From an optimization exercise on the open Yosys and OpenROAD flow, aimed at small area and a short achievable clock period; shortcuts taken in it are not production practice. In this exercise RTL edits were held to simulation tests only and were not proved equivalent to the original. No activity file was given, so power comes from the tool's default toggle rates.

## rev 12
==> module capdec_pre, before the edit <==
module capdec_pre (
    input  wire [2:0]   ver,
    input  wire [128:0] cap,
    output wire         mw14,
    output wire         inv,
    output wire         sext,
    output wire         err,
    output wire         internal,
    output wire [5:0]   exp_c,
    output wire         sat
);
    assign mw14 = ~ver[2] & ~ver[1];
    assign inv  = ver[2] | (ver[1] & ver[0]);
    assign sext = ver[2];
    assign err  = ver[2] & ver[1];
    wire sat_en = ver[2] & ver[0];
    wire ie_bit = mw14 ? cap[90] : cap[94];
    assign internal = ie_bit ^ inv;
    wire [5:0] e6x   = (mw14 ? {cap[80:78], cap[66:64]} : {cap[82:80], cap[66:64]}) ^ {6{inv}};
    wire [5:0] e_raw = internal ? e6x : 6'd0;
    wire       over  = internal & (mw14 ? (e6x > 6'd52) : (e6x > 6'd50));
    assign exp_c = over ? (mw14 ? 6'd52 : 6'd50) : e_raw;
    assign sat   = sat_en & internal & (e6x >= 6'd51);
endmodule
==> module capdec_core, before the edit <==
module capdec_core (
    input  wire         mw14,
    input  wire         inv,
    input  wire         sext,
    input  wire         err_in,
    input  wire         internal,
    input  wire [5:0]   exp_c,
    input  wire         sat,
    input  wire [128:0] cap,
    output wire         err,
    output wire         tag,
    output wire [17:0]  perms,
    output wire [18:0]  otype,
    output wire         ie,
    output wire [15:0]  bottom,
    output wire [13:0]  top,
    output wire [7:0]   flags,
    output wire [63:0]  value,
    output wire [63:0]  base,
    output wire [64:0]  limit,
    output wire [5:0]   exponent,
    output wire [63:0]  repb,
    output wire [64:0]  rept
);
    assign err      = err_in;
    assign tag      = cap[128];
    assign perms    = cap[127:110];
    assign flags    = cap[63:56];
    assign value    = cap[63:0];
    assign otype    = mw14 ? cap[109:91] : {4'd0, cap[109:95]};
    assign ie       = mw14 ? cap[90] : cap[94];
    assign bottom   = mw14 ? {2'd0, cap[77:64]} : cap[79:64];
    assign top      = mw14 ? {2'd0, cap[89:78]} : cap[93:80];
    assign exponent = exp_c;
    capdec_bounds u_bounds (
        .mw14(mw14), .inv(inv), .sext(sext), .internal(internal), .exp_c(exp_c), .sat(sat),
        .cap(cap), .base(base), .limit(limit), .repb(repb), .rept(rept));
endmodule
==> module cap_bounds_decoder, before the edit <==
module cap_bounds_decoder (
    input  wire         clk,
    input  wire         rst,
    input  wire         in_valid,
    input  wire [2:0]   in_ver,
    input  wire [128:0] in_cap,
    output reg          out_valid,
    output reg          out_err,
    output reg          out_tag,
    output reg  [17:0]  out_perms,
    output reg  [18:0]  out_otype,
    output reg          out_ie,
    output reg  [15:0]  out_bottom,
    output reg  [13:0]  out_top,
    output reg  [7:0]   out_flags,
    output reg  [63:0]  out_value,
    output reg  [63:0]  out_base,
    output reg  [64:0]  out_limit,
    output reg  [5:0]   out_exponent,
    output reg  [63:0]  out_repb,
    output reg  [64:0]  out_rept
);
    wire       p_mw14, p_inv, p_sext, p_err, p_internal, p_sat;
    wire [5:0] p_exp;
    capdec_pre u_pre (
        .ver(in_ver), .cap(in_cap), .mw14(p_mw14), .inv(p_inv), .sext(p_sext), .err(p_err),
        .internal(p_internal), .exp_c(p_exp), .sat(p_sat));
    reg         s1_valid;
    reg [128:0] s1_cap;
    reg         s1_mw14, s1_inv, s1_sext, s1_err, s1_internal, s1_sat;
    reg [5:0]   s1_exp;
    always @(posedge clk) begin
        if (rst) s1_valid <= 1'b0;
        else     s1_valid <= in_valid;
        s1_cap      <= in_cap;
        s1_mw14     <= p_mw14;
        s1_inv      <= p_inv;
        s1_sext     <= p_sext;
        s1_err      <= p_err;
        s1_internal <= p_internal;
        s1_sat      <= p_sat;
        s1_exp      <= p_exp;
    end
    wire        d_err, d_tag, d_ie;
    wire [17:0] d_perms;
    wire [18:0] d_otype;
    wire [15:0] d_bottom;
    wire [13:0] d_top;
    wire [7:0]  d_flags;
    wire [63:0] d_value, d_base, d_repb;
    wire [64:0] d_limit, d_rept;
    wire [5:0]  d_exponent;
    capdec_core u_core (
        .mw14(s1_mw14), .inv(s1_inv), .sext(s1_sext), .err_in(s1_err),
        .internal(s1_internal), .exp_c(s1_exp), .sat(s1_sat), .cap(s1_cap),
        .err(d_err), .tag(d_tag), .perms(d_perms), .otype(d_otype), .ie(d_ie),
        .bottom(d_bottom), .top(d_top), .flags(d_flags), .value(d_value),
        .base(d_base), .limit(d_limit), .exponent(d_exponent),
        .repb(d_repb), .rept(d_rept));
    always @(posedge clk) begin
        if (rst) out_valid <= 1'b0;
        else     out_valid <= s1_valid;
        out_err      <= d_err;
        out_tag      <= d_tag;
        out_perms    <= d_perms;
        out_otype    <= d_otype;
        out_ie       <= d_ie;
        out_bottom   <= d_bottom;
        out_top      <= d_top;
        out_flags    <= d_flags;
        out_value    <= d_value;
        out_base     <= d_base;
        out_limit    <= d_limit;
        out_exponent <= d_exponent;
        out_repb     <= d_repb;
        out_rept     <= d_rept;
    end
endmodule
export LEC_CHECK = 0
export CAP_MARGIN = 20
export CORE_MARGIN = 2
export CORE_UTILIZATION = 40
export SLEW_MARGIN = 20
create_clock -name core_clock -period 26.0 [get_ports {clk}]
standard.sh (not shown) runs the stock make flow with config.mk's settings and CLKGATE_MAP_FILE= SYNTH_SCRIPT=/design/flow/synth_recipe.tcl, a recipe that flattens the netlist after the stock synthesis.
==> flow/flow/run.sh <==
#!/bin/bash
# Layout flow: the standard.sh, with these changes in how the layout is
# made; it is still laid out and signed off at the design's clock period
# and constraints:
#  - synthesis uses flow/synth_area.tcl (see there; registers as standard),
#  - ports are buffered with plain buf_1 cells,
#  - timing repair up to and including CTS aims at a setup margin of
#    19.7 ns; later repair (after global routing) at 19.5 ns.
# Each step's full output is in the log named below and in orfs/logs.
set -uo pipefail
cd "$(dirname "$0")/.."
W=$PWD
export BUFFER_PORTS_ARGS="-buffer_cell sky130_fd_sc_hd__buf_1"
sed "s#SYNTH_SCRIPT=[^ ]*#SYNTH_SCRIPT=$W/flow/synth_area.tcl#" standard.sh > flow_synth.sh
bash flow_synth.sh synth > flow_synth.log 2>&1 || exit 1
SETUP_SLACK_MARGIN=19.7 bash standard.sh cts > flow_to_cts.log 2>&1 || exit 1
SETUP_SLACK_MARGIN=19.5 bash standard.sh finish > flow_finish.log 2>&1
==> flow/flow/synth_area.tcl <==
# The standard synthesis (synth_recipe.tcl: ORFS synth.tcl without the fsm
# and share passes, then flattened and renamed), with two changes that only
# touch the combinational mapping (flip-flops are mapped exactly as there):
#  - no full/half-adder extraction (ADDER_MAP_FILE empty),
#  - ABC maps with its default script instead of ORFS's speed script.
proc synth {args} { yosys synth -nofsm -noshare {*}$args }
set ::env(ADDER_MAP_FILE) ""
proc abc {args} {
  set keep {}
  set skip 0
  foreach a $args {
    if {$skip} { set skip 0; continue }
    if {$a eq "-script" || $a eq "-D"} { set skip 1; continue }
    lappend keep $a
  }
  yosys abc {*}$keep
}
source $::env(SCRIPTS_DIR)/synth.tcl
# left out here: clear keep_hierarchy, flatten, clean up, hide names made inside functions, write 1_2_yosys.v
#### Input delta (rev 13 over rev 12)
diff --git a/flow/design.v b/flow/design.v
--- a/flow/design.v
+++ b/flow/design.v
@@ -3,26 +3,26 @@
     input  wire [128:0] cap,
     output wire         mw14,
     output wire         inv,
     output wire         sext,
     output wire         err,
     output wire         internal,
-    output wire [5:0]   exp_c,
+    output wire [5:0]   e_raw,
+    output wire         over,
     output wire         sat
 );
     assign mw14 = ~ver[2] & ~ver[1];
     assign inv  = ver[2] | (ver[1] & ver[0]);
     assign sext = ver[2];
     assign err  = ver[2] & ver[1];
     wire sat_en = ver[2] & ver[0];
     wire ie_bit = mw14 ? cap[90] : cap[94];
     assign internal = ie_bit ^ inv;
     wire [5:0] e6x   = (mw14 ? {cap[80:78], cap[66:64]} : {cap[82:80], cap[66:64]}) ^ {6{inv}};
-    wire [5:0] e_raw = internal ? e6x : 6'd0;
-    wire       over  = internal & (mw14 ? (e6x > 6'd52) : (e6x > 6'd50));
-    assign exp_c = over ? (mw14 ? 6'd52 : 6'd50) : e_raw;
+    assign e_raw = internal ? e6x : 6'd0;
+    assign over  = internal & (mw14 ? (e6x > 6'd52) : (e6x > 6'd50));
     assign sat   = sat_en & internal & (e6x >= 6'd51);
 endmodule
 module capdec_bounds (
     input  wire         mw14,
     input  wire         inv,
     input  wire         sext,
@@ -113,13 +113,14 @@
 module capdec_core (
     input  wire         mw14,
     input  wire         inv,
     input  wire         sext,
     input  wire         err_in,
     input  wire         internal,
-    input  wire [5:0]   exp_c,
+    input  wire [5:0]   e_raw,
+    input  wire         over,
     input  wire         sat,
     input  wire [128:0] cap,
     output wire         err,
     output wire         tag,
     output wire [17:0]  perms,
     output wire [18:0]  otype,
@@ -140,12 +141,13 @@
     assign flags    = cap[63:56];
     assign value    = cap[63:0];
     assign otype    = mw14 ? cap[109:91] : {4'd0, cap[109:95]};
     assign ie       = mw14 ? cap[90] : cap[94];
     assign bottom   = mw14 ? {2'd0, cap[77:64]} : cap[79:64];
     assign top      = mw14 ? {2'd0, cap[89:78]} : cap[93:80];
+    wire [5:0] exp_c = over ? (mw14 ? 6'd52 : 6'd50) : e_raw;
     assign exponent = exp_c;
     capdec_bounds u_bounds (
         .mw14(mw14), .inv(inv), .sext(sext), .internal(internal), .exp_c(exp_c), .sat(sat),
         .cap(cap), .base(base), .limit(limit), .repb(repb), .rept(rept));
 endmodule
 module cap_bounds_decoder (
@@ -167,45 +169,46 @@
     output reg  [63:0]  out_base,
     output reg  [64:0]  out_limit,
     output reg  [5:0]   out_exponent,
     output reg  [63:0]  out_repb,
     output reg  [64:0]  out_rept
 );
-    wire       p_mw14, p_inv, p_sext, p_err, p_internal, p_sat;
-    wire [5:0] p_exp;
+    wire       p_mw14, p_inv, p_sext, p_err, p_internal, p_over, p_sat;
+    wire [5:0] p_e_raw;
     capdec_pre u_pre (
         .ver(in_ver), .cap(in_cap), .mw14(p_mw14), .inv(p_inv), .sext(p_sext), .err(p_err),
-        .internal(p_internal), .exp_c(p_exp), .sat(p_sat));
+        .internal(p_internal), .e_raw(p_e_raw), .over(p_over), .sat(p_sat));
     reg         s1_valid;
     reg [128:0] s1_cap;
-    reg         s1_mw14, s1_inv, s1_sext, s1_err, s1_internal, s1_sat;
-    reg [5:0]   s1_exp;
+    reg         s1_mw14, s1_inv, s1_sext, s1_err, s1_internal, s1_over, s1_sat;
+    reg [5:0]   s1_e_raw;
     always @(posedge clk) begin
         if (rst) s1_valid <= 1'b0;
         else     s1_valid <= in_valid;
         s1_cap      <= in_cap;
         s1_mw14     <= p_mw14;
         s1_inv      <= p_inv;
         s1_sext     <= p_sext;
         s1_err      <= p_err;
         s1_internal <= p_internal;
         s1_sat      <= p_sat;
-        s1_exp      <= p_exp;
+        s1_e_raw    <= p_e_raw;
+        s1_over     <= p_over;
     end
     wire        d_err, d_tag, d_ie;
     wire [17:0] d_perms;
     wire [18:0] d_otype;
     wire [15:0] d_bottom;
     wire [13:0] d_top;
     wire [7:0]  d_flags;
     wire [63:0] d_value, d_base, d_repb;
     wire [64:0] d_limit, d_rept;
     wire [5:0]  d_exponent;
     capdec_core u_core (
         .mw14(s1_mw14), .inv(s1_inv), .sext(s1_sext), .err_in(s1_err),
-        .internal(s1_internal), .exp_c(s1_exp), .sat(s1_sat), .cap(s1_cap),
+        .internal(s1_internal), .e_raw(s1_e_raw), .over(s1_over), .sat(s1_sat), .cap(s1_cap),
         .err(d_err), .tag(d_tag), .perms(d_perms), .otype(d_otype), .ie(d_ie),
         .bottom(d_bottom), .top(d_top), .flags(d_flags), .value(d_value),
         .base(d_base), .limit(d_limit), .exponent(d_exponent),
         .repb(d_repb), .rept(d_rept));
     always @(posedge clk) begin
         if (rst) out_valid <= 1'b0;
==> comparison <==
- Higher count of multi-input combinational gates was reported by rev 13, not rev 12.
- In rev 13, global-route usage over all layers is higher than in rev 12.
- In rev 13, power consumption is higher than in rev 12.
- Rev 12 ended up with compound AO/OA/AOI/OAI gates as its largest family of logic cells by synthesized area; rev 13 ended up with simple AND/OR/NAND/NOR gates.
- The worst voltage drop across the vdd grid in rev 13 sits 4.0% below the value recorded for rev 12.
- When rev 13 is measured against rev 12, its leakage dissipation turns out 0.24 nW higher.
- A slowest cell on the critical path of nor4_1 is what rev 12 shows, while or4b_4 belongs to rev 13.

==> port drivers added, routing unchanged <==
No port has a modelled driver above. Below, the same layouts with a new extraction and two added sets of constraints.
Step 1: set_driving_cell puts a clkbuf_16 on clk and a buf_2 on each other input, an assumption about the parent block.
Step 2 times the ports against the registers' clock, not the clock port: input delays grow and output delays shrink by t, the midpoint of the rising clock arrivals with the driver on.
a / b / c = ideal / step 1 / step 2; a / b = the first two.
run	t, ns	slack for setup (ns)	hold WS [ns]	latest minus earliest clock arrival (ns)
rev 12	0.651	19.655 / 19.658 / 19.036	0.326 / 0.326 / 0.326	0.030 / 0.031
rev 13	0.653	19.683 / 19.639 / 19.288	0.325 / 0.325 / 0.325	0.025 / 0.025
After both steps every run listed still meets setup and hold. For rev 12, which loses most, drivers alone change the setup slack by +0.003 ns; drivers and shift together by -0.619 ns.
